What follows belongs to an exercise in optimizing a design on an open flow for small area, a short achievable clock period and few clock cycles; a production flow would make more cautious choices.
Function was checked by simulation only, so behaviour that the tests miss may differ from the original.

## hash_engine
module hash_engine (
    input  wire        clk,
    input  wire        rst,
    input  wire        cmd_valid,
    output wire        cmd_ready,
    input  wire [15:0] cmd_word,
    output reg         rsp_valid,
    input  wire        rsp_ready,
    output reg  [2:0]  rsp_code,
    output reg  [63:0] rsp_data
);
Size: about 16000 cells after synthesis, about 1400 flip-flops.
Settings: LEC_CHECK=0, ABC_AREA=1, ABC_CLOCK_PERIOD_IN_PS=5000, CAP_MARGIN=50, CORE_MARGIN=2, CORE_UTILIZATION=70, PLACE_DENSITY=0.8, SLEW_MARGIN=50; clock period 18.0 ns.
standard.sh (not shown) runs the stock make flow with config.mk's settings and CLKGATE_MAP_FILE= SYNTH_SCRIPT=/design/flow/synth_recipe.tcl, a recipe that flattens the netlist after the stock synthesis.
==> flow/flow/run.sh <==
#!/bin/bash
# The standard layout (standard.sh, unchanged synthesis and steps), with one change: the
# buffers that global placement puts on the input and output ports are sky130_fd_sc_hd__buf_4
# cells instead of the default choice (a slow clkdlybuf4s50_1). Every port still gets a buffer.
# make's full output, which includes the output of every tool it runs, goes to standard.log
# here; ORFS also keeps each step's own log under orfs/logs/.
set -euo pipefail
cd "$(dirname "$0")/.."
bash standard.sh "BUFFER_PORTS_ARGS=-buffer_cell sky130_fd_sc_hd__buf_4" finish > standard.log 2>&1
The first run produced a clean layout.
Testbench counts at the start, summed over its fixed seeds: cycles 5,231.
Next try:
CORE_UTILIZATION = 60   (was 70)
PLACE_DENSITY = 0.75   (was 0.8)
Setup slack is better by 370 ps.
Register-to-register slack improved by 380 ps.
Count of clock-buffer cells in the layout came out higher by 15.
Die area went up by 17%.
Sequential cell count stays the same.
Cell count grows by 2.1%.

---

Another version of the RTL of hash_engine (not shown whole).
Size: about 16000 cells after synthesis, ~130000 um2 of cells after synthesis.
clock: 18.0 ns
lec_check: 0
abc_area: 1
abc_clock_period_in_ps: 5000
cap_margin: 35
core_margin: 2
core_utilization: 60
place_density: 0.75
slew_margin: 35
run.sh (not shown) runs the stock make flow with config.mk's settings and CLKGATE_MAP_FILE= SYNTH_SCRIPT=/design/flow/synth_recipe.tcl, a recipe that flattens the netlist after the stock synthesis.
Stock flow here: none of the scripts above is used.
Testbench counts at the start, summed over its fixed seeds: cycles 5,496.
==> next run, changes <==
- CAP_MARGIN: 35 -> 50
- SLEW_MARGIN: 35 -> 50
After rerunning:
- The changed run went through all stages and came out clean
- design area is about the same
- area after synthesis is unchanged
- final cell count is about the same
- routed wire length stays flat

---

hash_engine with an RTL version that a note above also has.
For scale: about 89 I/O pins, about 130,000 sq um of cells after synthesis.
clock: 18.0 ns
lec_check: 0
abc_area: 1
abc_clock_period_in_ps: 5000
cap_margin: 50
core_margin: 2
core_utilization: 60
place_density: 0.75
slew_margin: 50
The starting point ran to the end with no violations.
Testbench counts at the start, summed over its fixed seeds: cycles 5,231.
Rerun with:
==> flow/flow/run.sh (new file) <==
#!/bin/bash
# The standard layout (standard.sh, unchanged synthesis and steps), with one change: the
# buffers that global placement puts on the input and output ports are sky130_fd_sc_hd__buf_4
# cells instead of the default choice (a slow clkdlybuf4s50_1). Every port still gets a buffer.
# make's full output, which includes the output of every tool it runs, goes to standard.log
# here; ORFS also keeps each step's own log under orfs/logs/.
set -euo pipefail
cd "$(dirname "$0")/.."
bash standard.sh "BUFFER_PORTS_ARGS=-buffer_cell sky130_fd_sc_hd__buf_4" finish > standard.log 2>&1
==> flow/standard.sh (new file) <==
#!/bin/bash
# synth_recipe.tcl (not shown) runs the flow's synth.tcl, then flattens the netlist and writes it again
# the make line also repeats each setting of config.mk as NAME=value (left out here)
make -C /OpenROAD-flow-scripts/flow DESIGN_CONFIG=/design/flow/config.mk WORK_HOME=/design/flow/orfs CLKGATE_MAP_FILE= SYNTH_SCRIPT=/design/flow/synth_recipe.tcl "${@:-finish}"
Settings changed: CAP_MARGIN 50 to 40, PLACE_DENSITY 0.75 to 0.7, SLEW_MARGIN 50 to 40.
removed: flow/run.sh
=> Design area is about the same; routed wire length climbs by 2.9%; die area is unchanged.

-- static timing again, ports no longer ideal --
Ports are ideal in the flow. The routed layouts listed here were re-timed in OpenROAD. Step 1: set_driving_cell puts a clkbuf_16 on clk and a buf_2 on each other input, an assumption about the parent block. Step 2, shift: input delay + t, output delay - t, t = (earliest + latest rising clock arrival at the registers) / 2. This alone moves slack from input paths to output paths. a / b / c = ideal ports / drivers / drivers and shift; a / b = the first two.
| run | t (ns) | slack for setup (ns) | worst setup path after step 2 | worst register clock-pin slew, ns |
|---|---|---|---|---|
| the first run of note 1 | 0.950 | 12.246 / 12.246 / 11.801 | input to register | 0.08 / 0.08 |
| the second run of note 1 | 0.924 | 12.621 / 12.524 / 12.211 | input to register | 0.07 / 0.07 |
| the first run of note 2 | 0.934 | 12.166 / 12.073 / 11.766 | input to register | 0.07 / 0.07 |
| the second run of note 2 | 0.935 | 12.226 / 12.132 / 11.938 | input to register | 0.07 / 0.07 |
| the first run of note 3 | 0.930 | 12.201 / 12.111 / 12.115 | input to register | 0.07 / 0.07 |
| the second run of note 3 | 0.921 | 12.228 / 12.228 / 12.067 | input to register | 0.07 / 0.07 |
After both steps every run listed still meets setup and hold. For the first run of note 1, which loses most, drivers alone change the setup slack by 0.000 ns; drivers and shift together by -0.445 ns.
